What follows belongs to an exercise in optimizing a design on an open flow for small area, a short achievable clock period and few clock cycles; a production flow would make more cautious choices. In this exercise RTL edits were held to simulation tests only and were not proved equivalent to the original. Power is estimated from default activity; no workload was simulated.

`flow/run.sh`:
```
#!/bin/bash
# synth_recipe.tcl (not shown) runs the flow's synth.tcl, then flattens the netlist and writes it again
# the make line also repeats each setting of config.mk as NAME=value (left out here)
make -C /OpenROAD-flow-scripts/flow DESIGN_CONFIG=/design/flow/config.mk WORK_HOME=/design/flow/orfs CLKGATE_MAP_FILE= SYNTH_SCRIPT=/design/flow/synth_recipe.tcl finish
```
`flow/config.mk`:
```
export PLATFORM = sky130hd
export DESIGN_NAME = srsynth_voice
export DESIGN_NICKNAME = srsynth_voice
export VERILOG_FILES = /design/flow/design.v
export SDC_FILE = /design/flow/constraint.sdc
export NUM_CORES = 4
export LEC_CHECK = 0
export CAP_MARGIN = 40
export CORE_MARGIN = 2
export CORE_UTILIZATION = 35
export SLEW_MARGIN = 20
export SYNTH_MEMORY_MAX_BITS = 8192
```
`flow/constraint.sdc`:
```
create_clock -name core_clock -period 22.0 [get_ports {clk}]
set_input_delay 4.4000 -clock core_clock [delete_from_list [all_inputs] [get_ports {clk}]]
set_output_delay 4.4000 -clock core_clock [all_outputs]
set_load 0.01 [all_outputs]
```
`flow/design.v`:
```
module srsynth_fmul (
    input  wire [7:0]  v,
    output reg  [31:0] y
);
    reg [6:0] r, rot;
    reg [2:0] p;
    integer k;
    always @* begin
        if (v < 8'd127)      r = v[6:0];
        else if (v < 8'd254) r = v[6:0] - 7'd127;    
        else                 r = {6'd0, v[0]};
        p = 3'd0;
        for (k = 0; k < 7; k = k + 1)
            if (r[k]) p = k[2:0];
        case (p)
            3'd6: rot = r;
            3'd5: rot = {r[5:0], r[6]};
            3'd4: rot = {r[4:0], r[6:5]};
            3'd3: rot = {r[3:0], r[6:4]};
            3'd2: rot = {r[2:0], r[6:3]};
            3'd1: rot = {r[1:0], r[6:2]};
            default: rot = {r[0], r[6:1]};
        endcase
        if (v < 8'd127)
            y = {1'b0, 8'd119 + {5'd0, p}, rot[5:0], rot, rot, rot[6:4]} + {31'd0, rot[3]};
        else if (v < 8'd254)
            y = {1'b0, 8'd126, r, r, r, r[6:5]} + {31'd0, r[4]};
        else if (v[0])
            y = 32'h3F808102;
        else
            y = 32'h3F800000;
    end
endmodule
module srsynth_fdiv (
    input  wire        clk,
    input  wire        rst,
    input  wire        start,
    input  wire        op_div,    
    input  wire [31:0] a,
    input  wire        a_ez,
    input  wire        a_em,
    input  wire        a_fz,
    input  wire [31:0] b,
    output wire        ready,
    output reg         yv,
    output reg  [31:0] y
);
    localparam integer NQ = 26;    
    localparam [1:0] S_IDLE = 2'd0, S_NORM = 2'd1, S_ITER = 2'd2, S_RND = 2'd3;
    localparam [1:0] P_NONE = 2'd0, P_NAN = 2'd1, P_INF = 2'd2, P_ZERO = 2'd3;
    reg [1:0]         st;
    reg               dv;
    reg [23:0]        ma;        
    reg [25:0]        d3;        
    reg [25:0]        rr;        
    reg [NQ-1:0]      qq;
    reg signed [9:0]  ex;
    reg               sg;
    reg               stk;
    reg               fixed;
    reg [1:0]         spc;
    reg [4:0]         cnt;
    assign ready = (st == S_IDLE) || yv;
    wire [7:0]  ea = a[30:23], eb = b[30:23];
    wire [22:0] fa = a[22:0],  fb = b[22:0];
    wire b_ez = (eb == 8'h00);
    wire b_em = (eb == 8'hFF);
    wire b_fz = (fb == 23'd0);
    wire a_nan = a_em & ~a_fz, b_nan = b_em & ~b_fz;
    wire a_inf = a_em &  a_fz, b_inf = b_em &  b_fz;
    wire a_zero = a_ez & a_fz, b_zero = b_ez & b_fz;
    wire signed [9:0] xa = {2'b00, ea[7:1], ea[0] | a_ez};
    wire signed [9:0] xb = {2'b00, eb[7:1], eb[0] | b_ez};
    wire signed [9:0] kb = op_div ? 10'sd127 - xb : xb - 10'sd127;
    wire [23:0] mb = {~b_ez, fb};
    reg [1:0] spc_in;
    always @* begin
        if (op_div) begin
            if (a_nan | b_nan | (a_inf & b_inf) | (a_zero & b_zero)) spc_in = P_NAN;
            else if (a_inf | b_zero)                                  spc_in = P_INF;
            else if (a_zero | b_inf)                                  spc_in = P_ZERO;
            else                                                      spc_in = P_NONE;
        end else begin
            if (a_nan | b_nan | (a_inf & b_zero) | (b_inf & a_zero))  spc_in = P_NAN;
            else if (a_inf | b_inf)                                   spc_in = P_INF;
            else if (a_zero | b_zero)                                 spc_in = P_ZERO;
            else                                                      spc_in = P_NONE;
        end
    end
    reg [25:0]   r_t, r_1;
    reg [NQ-1:0] q_t, q_1;
    reg [26:0]   sx, t1, t2, t3, o3;
    reg [23:0]   rem;
    reg          g1, g2, g3;
    reg [1:0]    qd;
    integer i;
    always @* begin
        r_t = rr;
        q_t = qq;
        for (i = 0; i < 2; i = i + 1) begin
            sx = {1'b0, r_t};
            t1 = sx + ~{3'b000, ma} + 27'd1;
            t2 = sx + ~{2'b00, ma, 1'b0} + 27'd1;
            if (dv)
                o3 = ~{1'b0, d3};
            else
                case (qq[2*i+1 -: 2])
                    2'd0:    o3 = 27'd0;
                    2'd1:    o3 = {3'b000, ma};
                    2'd2:    o3 = {2'b00, ma, 1'b0};
                    default: o3 = {1'b0, d3};
                endcase
            t3 = sx + o3 + {26'd0, dv};
            g1 = ~t1[26];
            g2 = ~t2[26];
            g3 = ~t3[26];
            qd = {g2, g3 | (g1 & ~g2)};
            rem = ({24{dv & ~g1}}      & sx[23:0]) |
                  ({24{dv & g1 & ~g2}} & t1[23:0]) |
                  ({24{dv & g2 & ~g3}} & t2[23:0]) |
                  ({24{dv & g3}}       & t3[23:0]);
            r_t = {rem, 2'b00} | ({26{~dv}} & {2'b00, t3[25:2]});
            if (dv)
                q_t = {q_t[NQ-3:0], qd};
            else
                q_t = {t3[1:0], q_t[NQ-1:2]};
            if (i == 0) begin
                r_1 = r_t;
                q_1 = q_t;
            end
        end
    end
    wire          last = (st == S_ITER) && dv && (cnt == 5'd6);
    wire [25:0]   rs   = last ? r_1 : rr;
    wire [NQ-1:0] qs   = last ? q_1 : qq;
    wire lead = dv ? qs[NQ-1] : rr[23];
    wire ld   = fixed | lead;
    reg [23:0] mant;
    reg        g, s;
    reg signed [9:0] ee;
    reg        ru;
    wire zgone = dv ? (qq[NQ-1:1] == 25'd0) : ({rr[23:0], qq[NQ-1]} == 25'd0);
    always @* begin
        if (dv) begin
            if (ld) begin
                mant = qs[25:2];
                g    = qs[1];
                s    = qs[0];
            end else begin
                mant = qs[24:1];
                g    = qs[0];
                s    = 1'b0;
            end
            s = s | (rs != 26'd0) | stk;
        end else begin
            if (ld) begin
                mant = rr[23:0];
                g    = qq[NQ-1];
                s    = |qq[NQ-2:0];
            end else begin
                mant = {rr[22:0], qq[NQ-1]};
                g    = qq[NQ-2];
                s    = |qq[NQ-3:0];
            end
            s = s | stk;
        end
        if (fixed)
            ee = ex;
        else if (dv)
            ee = lead ? ex : ex - 10'sd1;
        else
            ee = lead ? ex + 10'sd1 : ex;
        ru = g & (s | mant[0]);
        yv = 1'b0;
        if (st == S_RND || last)
            yv = (spc != P_NONE) || (ee >= 10'sd1) || (fixed && zgone);
        case (spc)
            P_NAN:   y = 32'h7FC00000;
            P_INF:   y = {sg, 8'hFF, 23'd0};
            P_ZERO:  y = {sg, 31'd0};
            default: begin
                if (ee >= 10'sd255)
                    y = {sg, 8'hFF, 23'd0};
                else
                    y = {sg, mant[23] ? ee[7:0] : 8'd0, mant[22:0]} + {31'd0, ru};
            end
        endcase
    end
    always @(posedge clk) begin
        if (rst) begin
            st <= S_IDLE;
        end else if (st == S_ITER && !last) begin
            rr  <= r_t;
            qq  <= q_t;
            cnt <= cnt + 5'd1;
            if (!dv && cnt == 5'd5) st <= S_RND;
        end else if (start && ready) begin
            dv    <= op_div;
            sg    <= a[31] ^ b[31];
            spc   <= spc_in;
            stk   <= 1'b0;
            fixed <= 1'b0;
            cnt   <= 5'd0;
            ma    <= mb;
            d3    <= {2'b00, mb} + {1'b0, mb, 1'b0};
            ex    <= xa + kb;
            if (op_div) begin
                rr <= {1'b0, ~a_ez, fa, 1'b0};
                qq <= {NQ{1'b0}};
            end else begin
                rr <= 26'd0;
                qq <= {{(NQ-24){1'b0}}, ~a_ez, fa};
            end
            if (spc_in != P_NONE)
                st <= S_RND;
            else if (a_ez | b_ez)
                st <= S_NORM;
            else
                st <= S_ITER;
        end else begin
            case (st)
                S_NORM: begin
                    if (!ma[23]) begin
                        ma <= ma << 1;
                        d3 <= d3 << 1;
                    end
                    if (dv) begin
                        if (!rr[24]) rr <= rr << 1;
                        ex <= ex + {9'd0, ~ma[23]} - {9'd0, ~rr[24]};
                        if (ma[23] && rr[24]) st <= S_ITER;
                    end else begin
                        if (!qq[23]) qq[23:0] <= qq[23:0] << 1;
                        ex <= ex - {9'd0, ~ma[23]} - {9'd0, ~qq[23]};
                        if (ma[23] && qq[23]) st <= S_ITER;
                    end
                end
                S_ITER: begin
                    rr <= r_1;
                    qq <= q_1;
                    st <= yv ? S_IDLE : S_RND;
                end
                S_RND: begin
                    if (yv) begin
                        st <= S_IDLE;
                    end else if (!fixed) begin
                        fixed <= 1'b1;
                        ex    <= ee;
                        if (!lead) begin
                            if (dv) qq <= qq << 1;
                            else    {rr[23:0], qq} <= {rr[23:0], qq} << 1;
                        end
                    end else begin
                        ex  <= ex + 10'sd1;
                        stk <= stk | qq[0];
                        if (dv) qq <= qq >> 1;
                        else    {rr[23:0], qq} <= {rr[23:0], qq} >> 1;
                    end
                end
                default: ;
            endcase
        end
    end
endmodule
module srsynth_freq_rom (
    input  wire [7:0]  note,
    output wire [31:0] freq,
    output wire [31:0] t2
);
    reg [7:0]  fe, te;
    reg [3:0]  r;
    reg [2:0]  fd;
    reg        tc;
    reg [3:0]  tl;
    reg [22:0] fb;
    reg [18:0] tu, tu1;
    always @* begin
        case (note)
            8'd0: begin fe = 8'd130; te = 8'd132; r = 4'd0; fd = 3'd0; tc = 1'b0; tl = 4'h0; end
            8'd1: begin fe = 8'd130; te = 8'd132; r = 4'd1; fd = 3'd3; tc = 1'b1; tl = 4'h1; end
            8'd2: begin fe = 8'd130; te = 8'd132; r = 4'd2; fd = 3'd0; tc = 1'b0; tl = 4'hD; end
            8'd3: begin fe = 8'd130; te = 8'd132; r = 4'd3; fd = 3'd0; tc = 1'b0; tl = 4'hB; end
            8'd4: begin fe = 8'd130; te = 8'd133; r = 4'd4; fd = 3'd4; tc = 1'b0; tl = 4'h8; end
            8'd5: begin fe = 8'd130; te = 8'd133; r = 4'd5; fd = 3'd0; tc = 1'b0; tl = 4'h0; end
            8'd6: begin fe = 8'd130; te = 8'd133; r = 4'd6; fd = 3'd0; tc = 1'b0; tl = 4'h6; end
            8'd7: begin fe = 8'd130; te = 8'd133; r = 4'd7; fd = 3'd4; tc = 1'b0; tl = 4'hF; end
            8'd8: begin fe = 8'd130; te = 8'd133; r = 4'd8; fd = 3'd0; tc = 1'b0; tl = 4'hA; end
            8'd9: begin fe = 8'd130; te = 8'd133; r = 4'd9; fd = 3'd0; tc = 1'b0; tl = 4'h0; end
            8'd10: begin fe = 8'd130; te = 8'd133; r = 4'd10; fd = 3'd6; tc = 1'b0; tl = 4'h7; end
            8'd11: begin fe = 8'd130; te = 8'd133; r = 4'd11; fd = 3'd0; tc = 1'b0; tl = 4'hF; end
            8'd12: begin fe = 8'd131; te = 8'd133; r = 4'd0; fd = 3'd0; tc = 1'b0; tl = 4'h0; end
            8'd13: begin fe = 8'd131; te = 8'd133; r = 4'd1; fd = 3'd3; tc = 1'b1; tl = 4'h1; end
            8'd14: begin fe = 8'd131; te = 8'd133; r = 4'd2; fd = 3'd0; tc = 1'b0; tl = 4'hD; end
            8'd15: begin fe = 8'd131; te = 8'd133; r = 4'd3; fd = 3'd0; tc = 1'b0; tl = 4'hB; end
            8'd16: begin fe = 8'd131; te = 8'd134; r = 4'd4; fd = 3'd4; tc = 1'b0; tl = 4'h8; end
            8'd17: begin fe = 8'd131; te = 8'd134; r = 4'd5; fd = 3'd0; tc = 1'b0; tl = 4'h0; end
            8'd18: begin fe = 8'd131; te = 8'd134; r = 4'd6; fd = 3'd0; tc = 1'b0; tl = 4'h6; end
            8'd19: begin fe = 8'd131; te = 8'd134; r = 4'd7; fd = 3'd4; tc = 1'b0; tl = 4'hF; end
            8'd20: begin fe = 8'd131; te = 8'd134; r = 4'd8; fd = 3'd0; tc = 1'b0; tl = 4'hA; end
            8'd21: begin fe = 8'd131; te = 8'd134; r = 4'd9; fd = 3'd0; tc = 1'b0; tl = 4'h0; end
            8'd22: begin fe = 8'd131; te = 8'd134; r = 4'd10; fd = 3'd2; tc = 1'b0; tl = 4'h4; end
            8'd23: begin fe = 8'd131; te = 8'd134; r = 4'd11; fd = 3'd4; tc = 1'b1; tl = 4'h3; end
            8'd24: begin fe = 8'd132; te = 8'd134; r = 4'd0; fd = 3'd0; tc = 1'b0; tl = 4'h0; end
            8'd25: begin fe = 8'd132; te = 8'd134; r = 4'd1; fd = 3'd2; tc = 1'b1; tl = 4'h0; end
            8'd26: begin fe = 8'd132; te = 8'd134; r = 4'd2; fd = 3'd2; tc = 1'b1; tl = 4'h0; end
            8'd27: begin fe = 8'd132; te = 8'd134; r = 4'd3; fd = 3'd0; tc = 1'b0; tl = 4'hB; end
            8'd28: begin fe = 8'd132; te = 8'd135; r = 4'd4; fd = 3'd2; tc = 1'b0; tl = 4'h6; end
            8'd29: begin fe = 8'd132; te = 8'd135; r = 4'd5; fd = 3'd1; tc = 1'b0; tl = 4'h1; end
            8'd30: begin fe = 8'd132; te = 8'd135; r = 4'd6; fd = 3'd0; tc = 1'b0; tl = 4'h6; end
            8'd31: begin fe = 8'd132; te = 8'd135; r = 4'd7; fd = 3'd1; tc = 1'b0; tl = 4'hD; end
            8'd32: begin fe = 8'd132; te = 8'd135; r = 4'd8; fd = 3'd3; tc = 1'b0; tl = 4'hC; end
            8'd33: begin fe = 8'd132; te = 8'd135; r = 4'd9; fd = 3'd0; tc = 1'b0; tl = 4'h0; end
            8'd34: begin fe = 8'd132; te = 8'd135; r = 4'd10; fd = 3'd2; tc = 1'b0; tl = 4'h4; end
            8'd35: begin fe = 8'd132; te = 8'd135; r = 4'd11; fd = 3'd4; tc = 1'b1; tl = 4'h3; end
            8'd36: begin fe = 8'd133; te = 8'd135; r = 4'd0; fd = 3'd0; tc = 1'b0; tl = 4'h0; end
            8'd37: begin fe = 8'd133; te = 8'd135; r = 4'd1; fd = 3'd2; tc = 1'b1; tl = 4'h0; end
            8'd38: begin fe = 8'd133; te = 8'd135; r = 4'd2; fd = 3'd2; tc = 1'b1; tl = 4'h0; end
            8'd39: begin fe = 8'd133; te = 8'd135; r = 4'd3; fd = 3'd0; tc = 1'b0; tl = 4'hB; end
            8'd40: begin fe = 8'd133; te = 8'd136; r = 4'd4; fd = 3'd2; tc = 1'b0; tl = 4'h6; end
            8'd41: begin fe = 8'd133; te = 8'd136; r = 4'd5; fd = 3'd1; tc = 1'b0; tl = 4'h1; end
            8'd42: begin fe = 8'd133; te = 8'd136; r = 4'd6; fd = 3'd0; tc = 1'b0; tl = 4'h6; end
            8'd43: begin fe = 8'd133; te = 8'd136; r = 4'd7; fd = 3'd1; tc = 1'b0; tl = 4'hD; end
            8'd44: begin fe = 8'd133; te = 8'd136; r = 4'd8; fd = 3'd3; tc = 1'b0; tl = 4'hC; end
            8'd45: begin fe = 8'd133; te = 8'd136; r = 4'd9; fd = 3'd0; tc = 1'b0; tl = 4'h0; end
            8'd46: begin fe = 8'd133; te = 8'd136; r = 4'd10; fd = 3'd4; tc = 1'b0; tl = 4'h6; end
            8'd47: begin fe = 8'd133; te = 8'd136; r = 4'd11; fd = 3'd2; tc = 1'b1; tl = 4'h1; end
            8'd48: begin fe = 8'd134; te = 8'd136; r = 4'd0; fd = 3'd0; tc = 1'b0; tl = 4'h0; end
            8'd49: begin fe = 8'd134; te = 8'd136; r = 4'd1; fd = 3'd3; tc = 1'b1; tl = 4'h1; end
            8'd50: begin fe = 8'd134; te = 8'd136; r = 4'd2; fd = 3'd1; tc = 1'b0; tl = 4'hE; end
            8'd51: begin fe = 8'd134; te = 8'd136; r = 4'd3; fd = 3'd0; tc = 1'b0; tl = 4'hB; end
            8'd52: begin fe = 8'd134; te = 8'd137; r = 4'd4; fd = 3'd3; tc = 1'b0; tl = 4'h7; end
            8'd53: begin fe = 8'd134; te = 8'd137; r = 4'd5; fd = 3'd1; tc = 1'b0; tl = 4'h1; end
            8'd54: begin fe = 8'd134; te = 8'd137; r = 4'd6; fd = 3'd0; tc = 1'b0; tl = 4'h6; end
            8'd55: begin fe = 8'd134; te = 8'd137; r = 4'd7; fd = 3'd3; tc = 1'b0; tl = 4'hF; end
            8'd56: begin fe = 8'd134; te = 8'd137; r = 4'd8; fd = 3'd2; tc = 1'b0; tl = 4'hB; end
            8'd57: begin fe = 8'd134; te = 8'd137; r = 4'd9; fd = 3'd0; tc = 1'b0; tl = 4'h0; end
            8'd58: begin fe = 8'd134; te = 8'd137; r = 4'd10; fd = 3'd2; tc = 1'b0; tl = 4'h4; end
            8'd59: begin fe = 8'd134; te = 8'd137; r = 4'd11; fd = 3'd2; tc = 1'b1; tl = 4'h1; end
            8'd60: begin fe = 8'd135; te = 8'd137; r = 4'd0; fd = 3'd0; tc = 1'b0; tl = 4'h0; end
            8'd61: begin fe = 8'd135; te = 8'd137; r = 4'd1; fd = 3'd3; tc = 1'b1; tl = 4'h1; end
            8'd62: begin fe = 8'd135; te = 8'd137; r = 4'd2; fd = 3'd1; tc = 1'b0; tl = 4'hE; end
            8'd63: begin fe = 8'd135; te = 8'd137; r = 4'd3; fd = 3'd0; tc = 1'b0; tl = 4'hB; end
            8'd64: begin fe = 8'd135; te = 8'd138; r = 4'd4; fd = 3'd3; tc = 1'b0; tl = 4'h7; end
            8'd65: begin fe = 8'd135; te = 8'd138; r = 4'd5; fd = 3'd1; tc = 1'b0; tl = 4'h1; end
            8'd66: begin fe = 8'd135; te = 8'd138; r = 4'd6; fd = 3'd0; tc = 1'b0; tl = 4'h6; end
            8'd67: begin fe = 8'd135; te = 8'd138; r = 4'd7; fd = 3'd2; tc = 1'b0; tl = 4'hE; end
            8'd68: begin fe = 8'd135; te = 8'd138; r = 4'd8; fd = 3'd2; tc = 1'b0; tl = 4'hB; end
            8'd69: begin fe = 8'd135; te = 8'd138; r = 4'd9; fd = 3'd0; tc = 1'b0; tl = 4'h0; end
            8'd70: begin fe = 8'd135; te = 8'd138; r = 4'd10; fd = 3'd4; tc = 1'b0; tl = 4'h6; end
            8'd71: begin fe = 8'd135; te = 8'd138; r = 4'd11; fd = 3'd2; tc = 1'b1; tl = 4'h1; end
            8'd72: begin fe = 8'd136; te = 8'd138; r = 4'd0; fd = 3'd0; tc = 1'b0; tl = 4'h0; end
            8'd73: begin fe = 8'd136; te = 8'd138; r = 4'd1; fd = 3'd3; tc = 1'b1; tl = 4'h1; end
            8'd74: begin fe = 8'd136; te = 8'd138; r = 4'd2; fd = 3'd1; tc = 1'b0; tl = 4'hE; end
            8'd75: begin fe = 8'd136; te = 8'd138; r = 4'd3; fd = 3'd0; tc = 1'b0; tl = 4'hB; end
            8'd76: begin fe = 8'd136; te = 8'd139; r = 4'd4; fd = 3'd3; tc = 1'b0; tl = 4'h7; end
            8'd77: begin fe = 8'd136; te = 8'd139; r = 4'd5; fd = 3'd1; tc = 1'b0; tl = 4'h1; end
            8'd78: begin fe = 8'd136; te = 8'd139; r = 4'd6; fd = 3'd0; tc = 1'b0; tl = 4'h6; end
            8'd79: begin fe = 8'd136; te = 8'd139; r = 4'd7; fd = 3'd2; tc = 1'b0; tl = 4'hE; end
            8'd80: begin fe = 8'd136; te = 8'd139; r = 4'd8; fd = 3'd2; tc = 1'b0; tl = 4'hB; end
            8'd81: begin fe = 8'd136; te = 8'd139; r = 4'd9; fd = 3'd0; tc = 1'b0; tl = 4'h0; end
            8'd82: begin fe = 8'd136; te = 8'd139; r = 4'd10; fd = 3'd4; tc = 1'b0; tl = 4'h6; end
            8'd83: begin fe = 8'd136; te = 8'd139; r = 4'd11; fd = 3'd2; tc = 1'b1; tl = 4'h1; end
            8'd84: begin fe = 8'd137; te = 8'd139; r = 4'd0; fd = 3'd0; tc = 1'b0; tl = 4'h0; end
            8'd85: begin fe = 8'd137; te = 8'd139; r = 4'd1; fd = 3'd3; tc = 1'b1; tl = 4'h1; end
            8'd86: begin fe = 8'd137; te = 8'd139; r = 4'd2; fd = 3'd1; tc = 1'b0; tl = 4'hE; end
            8'd87: begin fe = 8'd137; te = 8'd139; r = 4'd3; fd = 3'd0; tc = 1'b0; tl = 4'hB; end
            8'd88: begin fe = 8'd137; te = 8'd140; r = 4'd4; fd = 3'd3; tc = 1'b0; tl = 4'h7; end
            8'd89: begin fe = 8'd137; te = 8'd140; r = 4'd5; fd = 3'd1; tc = 1'b0; tl = 4'h1; end
            8'd90: begin fe = 8'd137; te = 8'd140; r = 4'd6; fd = 3'd0; tc = 1'b0; tl = 4'h6; end
            8'd91: begin fe = 8'd137; te = 8'd140; r = 4'd7; fd = 3'd3; tc = 1'b0; tl = 4'hF; end
            8'd92: begin fe = 8'd137; te = 8'd140; r = 4'd8; fd = 3'd2; tc = 1'b0; tl = 4'hB; end
            8'd93: begin fe = 8'd137; te = 8'd140; r = 4'd9; fd = 3'd0; tc = 1'b0; tl = 4'h0; end
            8'd94: begin fe = 8'd137; te = 8'd140; r = 4'd10; fd = 3'd2; tc = 1'b0; tl = 4'h4; end
            8'd95: begin fe = 8'd137; te = 8'd140; r = 4'd11; fd = 3'd4; tc = 1'b1; tl = 4'h3; end
            8'd96: begin fe = 8'd138; te = 8'd140; r = 4'd0; fd = 3'd0; tc = 1'b0; tl = 4'h0; end
            8'd97: begin fe = 8'd138; te = 8'd140; r = 4'd1; fd = 3'd2; tc = 1'b1; tl = 4'h0; end
            8'd98: begin fe = 8'd138; te = 8'd140; r = 4'd2; fd = 3'd2; tc = 1'b1; tl = 4'h0; end
            8'd99: begin fe = 8'd138; te = 8'd140; r = 4'd3; fd = 3'd0; tc = 1'b0; tl = 4'hB; end
            8'd100: begin fe = 8'd138; te = 8'd141; r = 4'd4; fd = 3'd2; tc = 1'b0; tl = 4'h6; end
            8'd101: begin fe = 8'd138; te = 8'd141; r = 4'd5; fd = 3'd1; tc = 1'b0; tl = 4'h1; end
            8'd102: begin fe = 8'd138; te = 8'd141; r = 4'd6; fd = 3'd0; tc = 1'b0; tl = 4'h6; end
            8'd103: begin fe = 8'd138; te = 8'd141; r = 4'd7; fd = 3'd1; tc = 1'b0; tl = 4'hD; end
            8'd104: begin fe = 8'd138; te = 8'd141; r = 4'd8; fd = 3'd3; tc = 1'b0; tl = 4'hC; end
            8'd105: begin fe = 8'd138; te = 8'd141; r = 4'd9; fd = 3'd0; tc = 1'b0; tl = 4'h0; end
            8'd106: begin fe = 8'd138; te = 8'd141; r = 4'd10; fd = 3'd2; tc = 1'b0; tl = 4'h4; end
            8'd107: begin fe = 8'd138; te = 8'd141; r = 4'd11; fd = 3'd4; tc = 1'b1; tl = 4'h3; end
            8'd108: begin fe = 8'd139; te = 8'd141; r = 4'd0; fd = 3'd0; tc = 1'b0; tl = 4'h0; end
            8'd109: begin fe = 8'd139; te = 8'd141; r = 4'd1; fd = 3'd2; tc = 1'b1; tl = 4'h0; end
            8'd110: begin fe = 8'd139; te = 8'd141; r = 4'd2; fd = 3'd2; tc = 1'b1; tl = 4'h0; end
            8'd111: begin fe = 8'd139; te = 8'd141; r = 4'd3; fd = 3'd0; tc = 1'b0; tl = 4'hB; end
            8'd112: begin fe = 8'd139; te = 8'd142; r = 4'd4; fd = 3'd2; tc = 1'b0; tl = 4'h6; end
            8'd113: begin fe = 8'd139; te = 8'd142; r = 4'd5; fd = 3'd1; tc = 1'b0; tl = 4'h1; end
            8'd114: begin fe = 8'd139; te = 8'd142; r = 4'd6; fd = 3'd0; tc = 1'b0; tl = 4'h6; end
            8'd115: begin fe = 8'd139; te = 8'd142; r = 4'd7; fd = 3'd1; tc = 1'b0; tl = 4'hD; end
            8'd116: begin fe = 8'd139; te = 8'd142; r = 4'd8; fd = 3'd3; tc = 1'b0; tl = 4'hC; end
            8'd117: begin fe = 8'd139; te = 8'd142; r = 4'd9; fd = 3'd0; tc = 1'b0; tl = 4'h0; end
            8'd118: begin fe = 8'd139; te = 8'd142; r = 4'd10; fd = 3'd6; tc = 1'b0; tl = 4'h7; end
            8'd119: begin fe = 8'd139; te = 8'd142; r = 4'd11; fd = 3'd0; tc = 1'b0; tl = 4'hF; end
            8'd120: begin fe = 8'd140; te = 8'd142; r = 4'd0; fd = 3'd0; tc = 1'b0; tl = 4'h0; end
            8'd121: begin fe = 8'd140; te = 8'd142; r = 4'd1; fd = 3'd3; tc = 1'b1; tl = 4'h1; end
            8'd122: begin fe = 8'd140; te = 8'd142; r = 4'd2; fd = 3'd0; tc = 1'b0; tl = 4'hD; end
            8'd123: begin fe = 8'd140; te = 8'd142; r = 4'd3; fd = 3'd0; tc = 1'b0; tl = 4'hB; end
            8'd124: begin fe = 8'd140; te = 8'd143; r = 4'd4; fd = 3'd4; tc = 1'b0; tl = 4'h8; end
            8'd125: begin fe = 8'd140; te = 8'd143; r = 4'd5; fd = 3'd0; tc = 1'b0; tl = 4'h0; end
            8'd126: begin fe = 8'd140; te = 8'd143; r = 4'd6; fd = 3'd0; tc = 1'b0; tl = 4'h6; end
            8'd127: begin fe = 8'd140; te = 8'd143; r = 4'd7; fd = 3'd4; tc = 1'b0; tl = 4'hF; end
            8'd128: begin fe = 8'd140; te = 8'd143; r = 4'd8; fd = 3'd0; tc = 1'b0; tl = 4'hA; end
            8'd129: begin fe = 8'd140; te = 8'd143; r = 4'd9; fd = 3'd0; tc = 1'b0; tl = 4'h0; end
            8'd130: begin fe = 8'd140; te = 8'd143; r = 4'd10; fd = 3'd6; tc = 1'b0; tl = 4'h7; end
            8'd131: begin fe = 8'd140; te = 8'd143; r = 4'd11; fd = 3'd0; tc = 1'b0; tl = 4'hF; end
            8'd132: begin fe = 8'd141; te = 8'd143; r = 4'd0; fd = 3'd0; tc = 1'b0; tl = 4'h0; end
            8'd133: begin fe = 8'd141; te = 8'd143; r = 4'd1; fd = 3'd3; tc = 1'b1; tl = 4'h1; end
            8'd134: begin fe = 8'd141; te = 8'd143; r = 4'd2; fd = 3'd0; tc = 1'b0; tl = 4'hD; end
            8'd135: begin fe = 8'd141; te = 8'd143; r = 4'd3; fd = 3'd0; tc = 1'b0; tl = 4'hB; end
            8'd136: begin fe = 8'd141; te = 8'd144; r = 4'd4; fd = 3'd4; tc = 1'b0; tl = 4'h8; end
            8'd137: begin fe = 8'd141; te = 8'd144; r = 4'd5; fd = 3'd0; tc = 1'b0; tl = 4'h0; end
            8'd138: begin fe = 8'd141; te = 8'd144; r = 4'd6; fd = 3'd0; tc = 1'b0; tl = 4'h6; end
            8'd139: begin fe = 8'd141; te = 8'd144; r = 4'd7; fd = 3'd4; tc = 1'b0; tl = 4'hF; end
            8'd140: begin fe = 8'd141; te = 8'd144; r = 4'd8; fd = 3'd0; tc = 1'b0; tl = 4'hA; end
            8'd141: begin fe = 8'd141; te = 8'd144; r = 4'd9; fd = 3'd0; tc = 1'b0; tl = 4'h0; end
            8'd142: begin fe = 8'd141; te = 8'd144; r = 4'd10; fd = 3'd6; tc = 1'b0; tl = 4'h7; end
            8'd143: begin fe = 8'd141; te = 8'd144; r = 4'd11; fd = 3'd0; tc = 1'b0; tl = 4'hF; end
            8'd144: begin fe = 8'd142; te = 8'd144; r = 4'd0; fd = 3'd0; tc = 1'b0; tl = 4'h0; end
            8'd145: begin fe = 8'd142; te = 8'd144; r = 4'd1; fd = 3'd3; tc = 1'b1; tl = 4'h1; end
            8'd146: begin fe = 8'd142; te = 8'd144; r = 4'd2; fd = 3'd0; tc = 1'b0; tl = 4'hD; end
            8'd147: begin fe = 8'd142; te = 8'd144; r = 4'd3; fd = 3'd0; tc = 1'b0; tl = 4'hB; end
            8'd148: begin fe = 8'd142; te = 8'd145; r = 4'd4; fd = 3'd4; tc = 1'b0; tl = 4'h8; end
            8'd149: begin fe = 8'd142; te = 8'd145; r = 4'd5; fd = 3'd0; tc = 1'b0; tl = 4'h0; end
            8'd150: begin fe = 8'd142; te = 8'd145; r = 4'd6; fd = 3'd0; tc = 1'b0; tl = 4'h6; end
            8'd151: begin fe = 8'd142; te = 8'd145; r = 4'd7; fd = 3'd4; tc = 1'b0; tl = 4'hF; end
            8'd152: begin fe = 8'd142; te = 8'd145; r = 4'd8; fd = 3'd0; tc = 1'b0; tl = 4'hA; end
            8'd153: begin fe = 8'd142; te = 8'd145; r = 4'd9; fd = 3'd0; tc = 1'b0; tl = 4'h0; end
            8'd154: begin fe = 8'd142; te = 8'd145; r = 4'd10; fd = 3'd6; tc = 1'b0; tl = 4'h7; end
            8'd155: begin fe = 8'd142; te = 8'd145; r = 4'd11; fd = 3'd0; tc = 1'b0; tl = 4'hF; end
            8'd156: begin fe = 8'd143; te = 8'd145; r = 4'd0; fd = 3'd0; tc = 1'b0; tl = 4'h0; end
            8'd157: begin fe = 8'd143; te = 8'd145; r = 4'd1; fd = 3'd3; tc = 1'b1; tl = 4'h1; end
            8'd158: begin fe = 8'd143; te = 8'd145; r = 4'd2; fd = 3'd0; tc = 1'b0; tl = 4'hD; end
            8'd159: begin fe = 8'd143; te = 8'd145; r = 4'd3; fd = 3'd0; tc = 1'b0; tl = 4'hB; end
            8'd160: begin fe = 8'd143; te = 8'd146; r = 4'd4; fd = 3'd4; tc = 1'b0; tl = 4'h8; end
            8'd161: begin fe = 8'd143; te = 8'd146; r = 4'd5; fd = 3'd0; tc = 1'b0; tl = 4'h0; end
            8'd162: begin fe = 8'd143; te = 8'd146; r = 4'd6; fd = 3'd0; tc = 1'b0; tl = 4'h6; end
            8'd163: begin fe = 8'd143; te = 8'd146; r = 4'd7; fd = 3'd4; tc = 1'b0; tl = 4'hF; end
            8'd164: begin fe = 8'd143; te = 8'd146; r = 4'd8; fd = 3'd0; tc = 1'b0; tl = 4'hA; end
            8'd165: begin fe = 8'd143; te = 8'd146; r = 4'd9; fd = 3'd0; tc = 1'b0; tl = 4'h0; end
            8'd166: begin fe = 8'd143; te = 8'd146; r = 4'd10; fd = 3'd0; tc = 1'b0; tl = 4'h2; end
            8'd167: begin fe = 8'd143; te = 8'd146; r = 4'd11; fd = 3'd5; tc = 1'b1; tl = 4'h3; end
            8'd168: begin fe = 8'd144; te = 8'd146; r = 4'd0; fd = 3'd0; tc = 1'b0; tl = 4'h0; end
            8'd169: begin fe = 8'd144; te = 8'd146; r = 4'd1; fd = 3'd0; tc = 1'b0; tl = 4'hC; end
            8'd170: begin fe = 8'd144; te = 8'd146; r = 4'd2; fd = 3'd3; tc = 1'b1; tl = 4'h1; end
            8'd171: begin fe = 8'd144; te = 8'd146; r = 4'd3; fd = 3'd0; tc = 1'b0; tl = 4'hB; end
            8'd172: begin fe = 8'd144; te = 8'd147; r = 4'd4; fd = 3'd0; tc = 1'b0; tl = 4'h5; end
            8'd173: begin fe = 8'd144; te = 8'd147; r = 4'd5; fd = 3'd3; tc = 1'b0; tl = 4'h2; end
            8'd174: begin fe = 8'd144; te = 8'd147; r = 4'd6; fd = 3'd0; tc = 1'b0; tl = 4'h6; end
            8'd175: begin fe = 8'd144; te = 8'd147; r = 4'd7; fd = 3'd0; tc = 1'b0; tl = 4'hC; end
            8'd176: begin fe = 8'd144; te = 8'd147; r = 4'd8; fd = 3'd6; tc = 1'b0; tl = 4'hF; end
            8'd177: begin fe = 8'd144; te = 8'd147; r = 4'd9; fd = 3'd0; tc = 1'b0; tl = 4'h0; end
            8'd178: begin fe = 8'd144; te = 8'd147; r = 4'd10; fd = 3'd0; tc = 1'b0; tl = 4'h2; end
            8'd179: begin fe = 8'd144; te = 8'd147; r = 4'd11; fd = 3'd5; tc = 1'b1; tl = 4'h3; end
            8'd180: begin fe = 8'd145; te = 8'd147; r = 4'd0; fd = 3'd0; tc = 1'b0; tl = 4'h0; end
            8'd181: begin fe = 8'd145; te = 8'd147; r = 4'd1; fd = 3'd0; tc = 1'b0; tl = 4'hC; end
            8'd182: begin fe = 8'd145; te = 8'd147; r = 4'd2; fd = 3'd3; tc = 1'b1; tl = 4'h1; end
            8'd183: begin fe = 8'd145; te = 8'd147; r = 4'd3; fd = 3'd0; tc = 1'b0; tl = 4'hB; end
            8'd184: begin fe = 8'd145; te = 8'd148; r = 4'd4; fd = 3'd0; tc = 1'b0; tl = 4'h5; end
            8'd185: begin fe = 8'd145; te = 8'd148; r = 4'd5; fd = 3'd3; tc = 1'b0; tl = 4'h2; end
            8'd186: begin fe = 8'd145; te = 8'd148; r = 4'd6; fd = 3'd0; tc = 1'b0; tl = 4'h6; end
            8'd187: begin fe = 8'd145; te = 8'd148; r = 4'd7; fd = 3'd0; tc = 1'b0; tl = 4'hC; end
            8'd188: begin fe = 8'd145; te = 8'd148; r = 4'd8; fd = 3'd6; tc = 1'b0; tl = 4'hF; end
            8'd189: begin fe = 8'd145; te = 8'd148; r = 4'd9; fd = 3'd0; tc = 1'b0; tl = 4'h0; end
            8'd190: begin fe = 8'd145; te = 8'd148; r = 4'd10; fd = 3'd0; tc = 1'b0; tl = 4'h2; end
            8'd191: begin fe = 8'd145; te = 8'd148; r = 4'd11; fd = 3'd5; tc = 1'b1; tl = 4'h3; end
            8'd192: begin fe = 8'd146; te = 8'd148; r = 4'd0; fd = 3'd0; tc = 1'b0; tl = 4'h0; end
            8'd193: begin fe = 8'd146; te = 8'd148; r = 4'd1; fd = 3'd0; tc = 1'b0; tl = 4'hC; end
            8'd194: begin fe = 8'd146; te = 8'd148; r = 4'd2; fd = 3'd3; tc = 1'b1; tl = 4'h1; end
            8'd195: begin fe = 8'd146; te = 8'd148; r = 4'd3; fd = 3'd0; tc = 1'b0; tl = 4'hB; end
            8'd196: begin fe = 8'd146; te = 8'd149; r = 4'd4; fd = 3'd0; tc = 1'b0; tl = 4'h5; end
            8'd197: begin fe = 8'd146; te = 8'd149; r = 4'd5; fd = 3'd3; tc = 1'b0; tl = 4'h2; end
            8'd198: begin fe = 8'd146; te = 8'd149; r = 4'd6; fd = 3'd0; tc = 1'b0; tl = 4'h6; end
            8'd199: begin fe = 8'd146; te = 8'd149; r = 4'd7; fd = 3'd0; tc = 1'b0; tl = 4'hC; end
            8'd200: begin fe = 8'd146; te = 8'd149; r = 4'd8; fd = 3'd6; tc = 1'b0; tl = 4'hF; end
            8'd201: begin fe = 8'd146; te = 8'd149; r = 4'd9; fd = 3'd0; tc = 1'b0; tl = 4'h0; end
            8'd202: begin fe = 8'd146; te = 8'd149; r = 4'd10; fd = 3'd0; tc = 1'b0; tl = 4'h2; end
            8'd203: begin fe = 8'd146; te = 8'd149; r = 4'd11; fd = 3'd5; tc = 1'b1; tl = 4'h3; end
            8'd204: begin fe = 8'd147; te = 8'd149; r = 4'd0; fd = 3'd0; tc = 1'b0; tl = 4'h0; end
            8'd205: begin fe = 8'd147; te = 8'd149; r = 4'd1; fd = 3'd0; tc = 1'b0; tl = 4'hC; end
            8'd206: begin fe = 8'd147; te = 8'd149; r = 4'd2; fd = 3'd3; tc = 1'b1; tl = 4'h1; end
            8'd207: begin fe = 8'd147; te = 8'd149; r = 4'd3; fd = 3'd0; tc = 1'b0; tl = 4'hB; end
            8'd208: begin fe = 8'd147; te = 8'd150; r = 4'd4; fd = 3'd0; tc = 1'b0; tl = 4'h5; end
            8'd209: begin fe = 8'd147; te = 8'd150; r = 4'd5; fd = 3'd3; tc = 1'b0; tl = 4'h2; end
            8'd210: begin fe = 8'd147; te = 8'd150; r = 4'd6; fd = 3'd0; tc = 1'b0; tl = 4'h6; end
            8'd211: begin fe = 8'd147; te = 8'd150; r = 4'd7; fd = 3'd0; tc = 1'b0; tl = 4'hC; end
            8'd212: begin fe = 8'd147; te = 8'd150; r = 4'd8; fd = 3'd6; tc = 1'b0; tl = 4'hF; end
            8'd213: begin fe = 8'd147; te = 8'd150; r = 4'd9; fd = 3'd0; tc = 1'b0; tl = 4'h0; end
            8'd214: begin fe = 8'd147; te = 8'd150; r = 4'd10; fd = 3'd0; tc = 1'b0; tl = 4'h2; end
            8'd215: begin fe = 8'd147; te = 8'd150; r = 4'd11; fd = 3'd5; tc = 1'b1; tl = 4'h3; end
            8'd216: begin fe = 8'd148; te = 8'd150; r = 4'd0; fd = 3'd0; tc = 1'b0; tl = 4'h0; end
            8'd217: begin fe = 8'd148; te = 8'd150; r = 4'd1; fd = 3'd0; tc = 1'b0; tl = 4'hC; end
            8'd218: begin fe = 8'd148; te = 8'd150; r = 4'd2; fd = 3'd3; tc = 1'b1; tl = 4'h1; end
            8'd219: begin fe = 8'd148; te = 8'd150; r = 4'd3; fd = 3'd0; tc = 1'b0; tl = 4'hB; end
            8'd220: begin fe = 8'd148; te = 8'd151; r = 4'd4; fd = 3'd0; tc = 1'b0; tl = 4'h5; end
            8'd221: begin fe = 8'd148; te = 8'd151; r = 4'd5; fd = 3'd3; tc = 1'b0; tl = 4'h2; end
            8'd222: begin fe = 8'd148; te = 8'd151; r = 4'd6; fd = 3'd0; tc = 1'b0; tl = 4'h6; end
            8'd223: begin fe = 8'd148; te = 8'd151; r = 4'd7; fd = 3'd0; tc = 1'b0; tl = 4'hC; end
            8'd224: begin fe = 8'd148; te = 8'd151; r = 4'd8; fd = 3'd6; tc = 1'b0; tl = 4'hF; end
            8'd225: begin fe = 8'd148; te = 8'd151; r = 4'd9; fd = 3'd0; tc = 1'b0; tl = 4'h0; end
            8'd226: begin fe = 8'd148; te = 8'd151; r = 4'd10; fd = 3'd0; tc = 1'b0; tl = 4'h2; end
            8'd227: begin fe = 8'd148; te = 8'd151; r = 4'd11; fd = 3'd5; tc = 1'b1; tl = 4'h3; end
            8'd228: begin fe = 8'd149; te = 8'd151; r = 4'd0; fd = 3'd0; tc = 1'b0; tl = 4'h0; end
            8'd229: begin fe = 8'd149; te = 8'd151; r = 4'd1; fd = 3'd0; tc = 1'b0; tl = 4'hC; end
            8'd230: begin fe = 8'd149; te = 8'd151; r = 4'd2; fd = 3'd3; tc = 1'b1; tl = 4'h1; end
            8'd231: begin fe = 8'd149; te = 8'd151; r = 4'd3; fd = 3'd0; tc = 1'b0; tl = 4'hB; end
            8'd232: begin fe = 8'd149; te = 8'd152; r = 4'd4; fd = 3'd0; tc = 1'b0; tl = 4'h5; end
            8'd233: begin fe = 8'd149; te = 8'd152; r = 4'd5; fd = 3'd3; tc = 1'b0; tl = 4'h2; end
            8'd234: begin fe = 8'd149; te = 8'd152; r = 4'd6; fd = 3'd0; tc = 1'b0; tl = 4'h6; end
            8'd235: begin fe = 8'd149; te = 8'd152; r = 4'd7; fd = 3'd0; tc = 1'b0; tl = 4'hC; end
            8'd236: begin fe = 8'd149; te = 8'd152; r = 4'd8; fd = 3'd6; tc = 1'b0; tl = 4'hF; end
            8'd237: begin fe = 8'd149; te = 8'd152; r = 4'd9; fd = 3'd0; tc = 1'b0; tl = 4'h0; end
            8'd238: begin fe = 8'd149; te = 8'd152; r = 4'd10; fd = 3'd0; tc = 1'b0; tl = 4'h2; end
            8'd239: begin fe = 8'd149; te = 8'd152; r = 4'd11; fd = 3'd5; tc = 1'b1; tl = 4'h3; end
            8'd240: begin fe = 8'd150; te = 8'd152; r = 4'd0; fd = 3'd0; tc = 1'b0; tl = 4'h0; end
            8'd241: begin fe = 8'd150; te = 8'd152; r = 4'd1; fd = 3'd0; tc = 1'b0; tl = 4'hC; end
            8'd242: begin fe = 8'd150; te = 8'd152; r = 4'd2; fd = 3'd3; tc = 1'b1; tl = 4'h1; end
            8'd243: begin fe = 8'd150; te = 8'd152; r = 4'd3; fd = 3'd0; tc = 1'b0; tl = 4'hB; end
            8'd244: begin fe = 8'd150; te = 8'd153; r = 4'd4; fd = 3'd0; tc = 1'b0; tl = 4'h5; end
            8'd245: begin fe = 8'd150; te = 8'd153; r = 4'd5; fd = 3'd3; tc = 1'b0; tl = 4'h2; end
            8'd246: begin fe = 8'd150; te = 8'd153; r = 4'd6; fd = 3'd0; tc = 1'b0; tl = 4'h6; end
            8'd247: begin fe = 8'd150; te = 8'd153; r = 4'd7; fd = 3'd0; tc = 1'b0; tl = 4'hC; end
            8'd248: begin fe = 8'd150; te = 8'd153; r = 4'd8; fd = 3'd6; tc = 1'b0; tl = 4'hF; end
            8'd249: begin fe = 8'd150; te = 8'd153; r = 4'd9; fd = 3'd0; tc = 1'b0; tl = 4'h0; end
            8'd250: begin fe = 8'd150; te = 8'd153; r = 4'd10; fd = 3'd0; tc = 1'b0; tl = 4'h2; end
            8'd251: begin fe = 8'd150; te = 8'd153; r = 4'd11; fd = 3'd5; tc = 1'b1; tl = 4'h3; end
            8'd252: begin fe = 8'd151; te = 8'd153; r = 4'd0; fd = 3'd0; tc = 1'b0; tl = 4'h0; end
            8'd253: begin fe = 8'd151; te = 8'd153; r = 4'd1; fd = 3'd0; tc = 1'b0; tl = 4'hC; end
            8'd254: begin fe = 8'd151; te = 8'd153; r = 4'd2; fd = 3'd3; tc = 1'b1; tl = 4'h1; end
            8'd255: begin fe = 8'd151; te = 8'd153; r = 4'd3; fd = 3'd0; tc = 1'b0; tl = 4'hB; end
            default: begin fe = 8'd0; te = 8'd0; r = 4'd0; fd = 3'd0; tc = 1'b0; tl = 4'h0; end
        endcase
        case (r)
            4'd0: begin fb = 23'h02D012; tu = 19'h4D7AF; tu1 = 19'h4D7B0; end
            4'd1: begin fb = 23'h0A975E; tu = 19'h59B2D; tu1 = 19'h59B2E; end
            4'd2: begin fb = 23'h12D516; tu = 19'h66A4C; tu1 = 19'h66A4D; end
            4'd3: begin fb = 23'h1B9041; tu = 19'h745BC; tu1 = 19'h745BD; end
            4'd4: begin fb = 23'h24D051; tu = 19'h0171C; tu1 = 19'h0171D; end
            4'd5: begin fb = 23'h2E9D36; tu = 19'h09244; tu1 = 19'h09245; end
            4'd6: begin fb = 23'h38FF49; tu = 19'h114BE; tu1 = 19'h114BF; end
            4'd7: begin fb = 23'h43FF68; tu = 19'h19EFA; tu1 = 19'h19EFB; end
            4'd8: begin fb = 23'h4FA6FE; tu = 19'h2316F; tu1 = 19'h23170; end
            4'd9: begin fb = 23'h5C0000; tu = 19'h2CC9A; tu1 = 19'h2CC9B; end
            4'd10: begin fb = 23'h6914F3; tu = 19'h370FE; tu1 = 19'h370FF; end
            4'd11: begin fb = 23'h76F10E; tu = 19'h41F28; tu1 = 19'h41F29; end
            default: begin fb = 23'h000000; tu = 19'h0; tu1 = 19'h0; end
        endcase
    end
    assign freq = {1'b0, fe, fb + {20'd0, fd}};
    assign t2   = {1'b0, te, tc ? tu1 : tu, tl};
endmodule
module srsynth_voice (
    input  wire        clk,
    input  wire        rst,
    input  wire        cmd_valid,
    output wire        cmd_ready,
    input  wire [1:0]  cmd_op,
    input  wire [31:0] cmd_a,
    input  wire [31:0] cmd_b,
    input  wire        cmd_env,
    output reg         done,
    output reg  [31:0] sample_rate,
    output reg  [31:0] attack_s,
    output reg  [31:0] release_s,
    output reg         env_en,
    output reg  [7:0]  active,
    output reg  [31:0] freq,
    output reg  [31:0] peak,
    output reg  [31:0] inc,
    output reg  [31:0] slope
);
    localparam [31:0] F_ZERO    = 32'h00000000;
    localparam [31:0] F_ONE     = 32'h3F800000;
    localparam [31:0] F_M_ONE   = 32'hBF800000;
    localparam [31:0] F_10MS    = 32'h3C23D70A;
    localparam [2:0] S_IDLE = 3'd0,
                     S_INC  = 3'd2,    
                     S_MUL  = 3'd3,    
                     S_XR   = 3'd1,    
                     S_SDIV = 3'd4;    
    reg [2:0]  state;
    reg [7:0]  vel_r;
    reg        neg;         
    reg [31:0] slp_o;       
    reg        sk;          
    reg        sv;          
    reg        ov;          
    assign cmd_ready = (state == S_IDLE);
    wire [3:0] nib = cmd_a[23:20];
    wire [7:0] d1  = cmd_a[15:8];
    wire [7:0] d2  = cmd_a[7:0];
    wire is_off = (nib == 4'h8) || (nib == 4'h9 && d2 == 8'd0);
    wire is_on  = (nib == 4'h9) && (d2 != 8'd0);
    wire [31:0] rom_freq, rom_t2, pk;
    srsynth_freq_rom u_rom (.note(d1), .freq(rom_freq), .t2(rom_t2));
    srsynth_fmul u_pk (.v(vel_r), .y(pk));
    reg         u_start, u_div;
    reg  [31:0] u_a, u_b;
    reg         u_aez, u_aem, u_afz;
    wire        u_ready, u_yv;
    wire [31:0] u_y;
    srsynth_fdiv u_fpu (
        .clk(clk), .rst(rst), .start(u_start), .op_div(u_div),
        .a(u_a), .a_ez(u_aez), .a_em(u_aem), .a_fz(u_afz), .b(u_b),
        .ready(u_ready), .yv(u_yv), .y(u_y)
    );
    reg [31:0] xr;
    always @(posedge clk) xr <= u_y;
    wire acc = cmd_valid && cmd_ready;
    wire on_go   = acc && cmd_op == 2'd2 && is_on;
    wire off_go  = acc && cmd_op == 2'd2 && !is_on && is_off && d1 == active;
    wire rel_hit = (sv && sk) || (ov && !sk);
    wire atk_hit = (sv && !sk) || (ov && sk);
    wire atk_ez = (attack_s[30:23] == 8'h00),  atk_em = (attack_s[30:23] == 8'hFF);
    wire rel_ez = (release_s[30:23] == 8'h00), rel_em = (release_s[30:23] == 8'hFF);
    wire atk_fz = (attack_s[22:0] == 23'd0),   rel_fz = (release_s[22:0] == 23'd0);
    always @* begin
        u_start = 1'b0;
        u_div   = 1'b1;
        u_a     = rom_t2;
        u_b     = sample_rate;
        u_aez   = 1'b0;    
        u_aem   = 1'b0;
        u_afz   = 1'b0;
        case (state)
            S_IDLE: begin
                if (on_go) begin
                    u_start = 1'b1;
                end else if (off_go && !rel_hit) begin
                    u_start = 1'b1;
                    u_div   = 1'b0;
                    u_a     = release_s;
                    u_aez   = rel_ez;
                    u_aem   = rel_em;
                    u_afz   = rel_fz;
                end
            end
            S_INC: begin
                if (u_yv && !atk_hit) begin
                    u_start = 1'b1;
                    u_div   = 1'b0;
                    u_a     = attack_s;
                    u_aez   = atk_ez;
                    u_aem   = atk_em;
                    u_afz   = atk_fz;
                end
            end
            S_XR: begin
                u_start = 1'b1;
                u_a     = neg ? F_M_ONE : F_ONE;
                u_afz   = 1'b1;
                u_b     = xr;
            end
            default: ;
        endcase
    end
    always @(posedge clk) begin
        if (rst) begin
            state       <= S_IDLE;
            done        <= 1'b0;
            sample_rate <= F_ZERO;
            attack_s    <= F_10MS;
            release_s   <= F_10MS;
            env_en      <= 1'b1;
            active      <= 8'd0;
            freq        <= F_ZERO;
            peak        <= F_ZERO;
            inc         <= F_ZERO;
            slope       <= F_ZERO;
            neg         <= 1'b0;
            sk          <= 1'b0;
            sv          <= 1'b0;
            ov          <= 1'b0;
        end else begin
            done <= 1'b0;
            case (state)
                S_IDLE: begin
                    if (cmd_valid) begin
                        case (cmd_op)
                            2'd0: begin
                                sample_rate <= cmd_a;
                                active      <= 8'd0;
                                freq        <= F_ZERO;
                                peak        <= F_ZERO;
                                inc         <= F_ZERO;
                                slope       <= F_ZERO;
                                sv          <= 1'b0;
                                ov          <= 1'b0;
                                done        <= 1'b1;
                            end
                            2'd1: begin
                                env_en    <= cmd_env;
                                attack_s  <= cmd_a;
                                release_s <= cmd_b;
                                sv        <= 1'b0;
                                ov        <= 1'b0;
                                done      <= 1'b1;
                            end
                            2'd2: begin
                                if (is_on) begin
                                    active <= d1;
                                    vel_r  <= d2;
                                    freq   <= rom_freq;
                                    state  <= S_INC;
                                end else if (is_off && d1 == active) begin
                                    active <= 8'd0;
                                    if (rel_hit) begin
                                        if (!(sv && sk)) begin
                                            slope <= slp_o;
                                            slp_o <= slope;
                                            sk    <= 1'b1;
                                            sv    <= 1'b1;
                                            ov    <= sv;
                                        end
                                        done <= 1'b1;
                                    end else begin
                                        neg   <= 1'b1;
                                        state <= S_MUL;
                                    end
                                end else begin
                                    done <= 1'b1;
                                end
                            end
                            default: done <= 1'b1;
                        endcase
                    end
                end
                S_INC: begin
                    if (u_yv) begin
                        inc  <= u_y;
                        peak <= pk;
                        if (atk_hit) begin
                            if (!(sv && !sk)) begin
                                slope <= slp_o;
                                slp_o <= slope;
                                sk    <= 1'b0;
                                sv    <= 1'b1;
                                ov    <= sv;
                            end
                            done  <= 1'b1;
                            state <= S_IDLE;
                        end else begin
                            neg   <= 1'b0;
                            state <= S_MUL;
                        end
                    end
                end
                S_MUL: if (u_yv) state <= S_XR;
                S_XR:  state <= S_SDIV;
                S_SDIV: begin
                    if (u_yv) begin
                        slope <= u_y;
                        if (sk != neg) begin
                            slp_o <= slope;
                            ov    <= sv;
                        end
                        sk    <= neg;
                        sv    <= 1'b1;
                        done  <= 1'b1;
                        state <= S_IDLE;
                    end
                end
                default: state <= S_IDLE;
            endcase
        end
    end
endmodule
```
==> results.toml <==
[run_status]
status = "no timing/DRC/antenna violations"

[placed_design]
port_buffers = 300
place_hpwl_um = 148000
placed_area_um2 = 45700
gp_congestion = 1.04
dp.cells = 6986

[floorplan]
rows = 125
dieArea_um2 = 120000
die_w_um = 346
start_util_pct = 35.3
pin_count = 305
die_h_um = 346
coreArea_um2 = 116000

[power]
powerDensity_nw_per_um2 = 133
pwr-share-comb_pct = 66.8
pwr-share-seq_pct = 18.7
power_frac_clock_pct = 14.6
p_int_mw = 3.07
p_leak_nw = 17.9
net-switching-power_mw = 3.24
p_sw_share_pct = 51.3
p_total_mw = 6.32
vdd_ir_drop_max_mv = 0.0770

[critical_path]
arrival_ns = 10.26
crit_slowest_cell = "nor2_1"
start_kind = "flop"
crit_type = "reg -> reg"
setup.worst_path.end = "u_fpu.rr[23]$_DFFE_PP_"
cp.required_ns = 22.38
cpPeakStageDelay_ns = 0.53
crit_top_cell = "buf_4"
r2r_start = "u_fpu.qq[1]$_DFFE_PP_"
reg2reg_to = "u_fpu.rr[23]$_DFFE_PP_"
critical_path.endpoint_type = "flop"
crit_fanout = 38
reg2reg_setup_slack_ns = 12.12
critPathLaunch = "u_fpu.qq[1]$_DFFE_PP_"
reg2reg_depth = 41

[global_route]
grt_max_degree = 145
overflow = 0
grt_pass1_vias = 41700
grt_pass1_wl_um = 285000
antenna_found_initial = 11
grt.total_usage_pct = 31.2

[sta]
worst_slew_pin_slew_ns = 0.998
rsz0062_at_grt = "no"
hold_slack_ns = 0.450
tns_ns = 0
finalSetupViolCount = 0
relSlewSlack_pct = 33.0
fin_worst_skew_ns = 0.0300
max_freq_mhz = 101
post-route-period-util_pct = 44.9
drv_slew = 0
fin_crit_ns = 9.89
timing.final.hold_violations = 0

[final_layout]
final_nets = 5875
drive_gt1_share_pct = 7.11
register_area_um2 = 10300
syn_to_final_growth_pct = 16.0
multi_input_area_um2 = 28600
final_cell_mix = "705 x nand2_1, 445 x o21ai_0, 441 x a21oi_1, 429 x nor2_1, 294 x clkdlybuf4s50_1"
num-fill-cells = 12000
final_common_cell = "nand2_1"
stdcell_area_um2 = 47600
fin_cells = 7096

[clock_network]
ctsResizeCount = 0
post_cts_buffers = 0
cts-root-buf = "clkbuf_16"
cts_inserted_buffers = 52
cts-hold-fix-buffers = 0
path_clk_slew_ns = 0.07
cts_sinks = 434
cts_tree = "built"
clockBufferDepth = 3
cts_htree_levels = 2
clk_latency_ns = 0.64

[logic_synthesis]
yosys.cell_types.count = 129
yosysSeqAreaShare_pct = 25.2
synth-main-ff-cell = "dfxtp_1"
synth_area_um2 = 41000
synth_edf_count = 163
async_flop_share_pct = 0
synthTopCellsByArea = "dfxtp_1 13%, edfxtp_1 12%, ha_1 8.1%, nand2_1 6.5%, o21ai_0 5.4%"
yosysWarnings = 4
synth_cells = 5388
synth_top_area_share_pct = 13.2
yosys.area.top_type = "dfxtp_1"
ys_ff_latch = 434
synth_area_per_cell_um2 = 7.61

[detailed_routing]
num_vias = 45300
antenna_left = 0
wirelength_um = 196000
drc = 0
wl_per_cell_um = 27.6
drt_iter0_markers = 6779
drtPass1Iterations = 10
routed_via_density = 6.38

[flow_run]
maxCapViolCount = 0

[min_path]
hold_class = "reg -> reg"
Yosys cell counts, types with 61 or more instances:
cell      count
xor2_1       70
nand2_1     705
a22oi_1      94
edfxtp_1    163
inv_1       168
a21o_1       67
mux2i_1      75
o21ai_0     446
a21oi_1     443
a211oi_1     61
ha_1        266
nor3_1      151
xnor2_1     158
nor2_1      432
nand3_1     137
nand2b_1     80
dfxtp_1     271
a221oi_1     62
o211ai_1     80
o22ai_1      71
clkbuf_1    273
cells by family after synthesis:
kind of cell / after synthesis / share of synthesized area (%)
AOI/OAI and AO/OA: 1903 / 31.0
and+or+nand+nor: 1884 / 21.9
buffers and inverters: 556 / 5.45
DFF: 434 / 25.2
adders and majority gates: 279 / 8.75
xor gates and xnor gates: 228 / 4.87
muxes: 103 / 2.80
other: 1 / 0.00915
flip-flops by register name, indices dropped and copies added (netlist names), 10 cells and up:
register and flops:
attack_s 32, freq 29, inc 32, peak 31
release_s 32, sample_rate 32, slope 32, slp_o 32
u_fpu.d3 26, u_fpu.ex 10, u_fpu.ma 24, u_fpu.qq 26
u_fpu.rr 26, xr 32
power groups by stage:
| stage | clock, mW | combinational, mW | sequential, mW |
|---|---|---|---|
| 2_1_floorplan | 0 | 2.68 | 1.13 |
| 4_1_cts | 0.932 | 4.04 | 1.17 |
| 3_3_place_gp | 0 | 4.00 | 1.18 |
| 6_report | 0.921 | 4.22 | 1.18 |
| 5_1_grt | 0.958 | 4.46 | 1.18 |
| 3_5_place_dp | 0 | 4.01 | 1.18 |
cell type report:
class | count | share of cell area [%]
multi-input cells | 4401 | 60.1
diodes | 2 | 0.0105
clock inverters | 20 | 0.458
flip-flops and latches | 434 | 21.7
well taps | 1524 | 4.01
inverters | 181 | 1.43
repair buffers | 456 | 8.95
clock buffers | 78 | 3.35
per-stage QoR:
step	util, %	setup slack, ns
detailed placement	39.3	11.93
global placement	39.1	11.98
global route	40.9	11.61
finish	40.9	12.12
CTS	40.9	12.35
floorplan	-	12.10
critical path, delay by kind of cell, from the launching register on:
family | cells | cell delay (ns)
DFF | 1 | 0.36
buffers and inverters | 5 | 1.43
and+or+nand+nor | 12 | 2.11
adders and majority gates | 4 | 1.25
AOI/OAI and AO/OA | 20 | 4.44
how the worst min path moves through the flow:
| stage | startpoint | endpoint | depth (start not counted) |
|---|---|---|---|
| after global routing | inc[0]$_SDFFE_PP0P_ | inc[0]$_SDFFE_PP0P_ | 2 |
| after floorplan | inc[0]$_SDFFE_PP0P_ | inc[0]$_SDFFE_PP0P_ | 2 |
| final | freq[17]$_SDFFE_PP0P_ | freq[17]$_SDFFE_PP0P_ | 2 |
| after global placement | freq[30]$_SDFFE_PP0P_ | freq[30]$_SDFFE_PP0P_ | 1 |
| after CTS | freq[17]$_SDFFE_PP0P_ | freq[17]$_SDFFE_PP0P_ | 2 |
| after detailed placement | slope[18]$_SDFFE_PP0P_ | slp_o[18]$_DFFE_PP_ | 0 |
routing by layer:
| metal | track usage (%) | wire (µm) | part of all wire, % | vias to the layer above |
|---|---|---|---|---|
| met3 | 6.80 | 21300 | 11 | 516 |
| li1 | - | - | - | 20400 |
| met5 | 0 | 53 | 0.027 | - |
| met1 | 41.5 | 79200 | 40 | 21600 |
| met2 | 47.5 | 84400 | 43 | 2772 |
| met4 | 15.4 | 11200 | 5.7 | 10 |
Testbench counts, summed over its fixed seeds: cycles 21,357.

afterwards: timing with drivers on the ports:
How much do the figures lean on ideal ports? The routed layout below was timed once more, with nothing changed but the port constraints. Step 1 assumes that a clkbuf_16 drives the clock port and a buf_2 every other input. Step 2, shift: input delay + t, output delay - t, t = (earliest + latest rising clock arrival at the registers) / 2. This alone moves slack from input paths to output paths. a / b / c = ideal ports / drivers / drivers and shift; a / b = the first two.
t, ns: 0.704
setup WS [ns]: 12.115 / 12.115 / 11.823
worst slew at a driven data input, ns: 0.11
After both steps setup and hold are still met in this run. For this run, drivers alone change the setup slack by 0.000 ns; drivers and shift together by -0.292 ns.
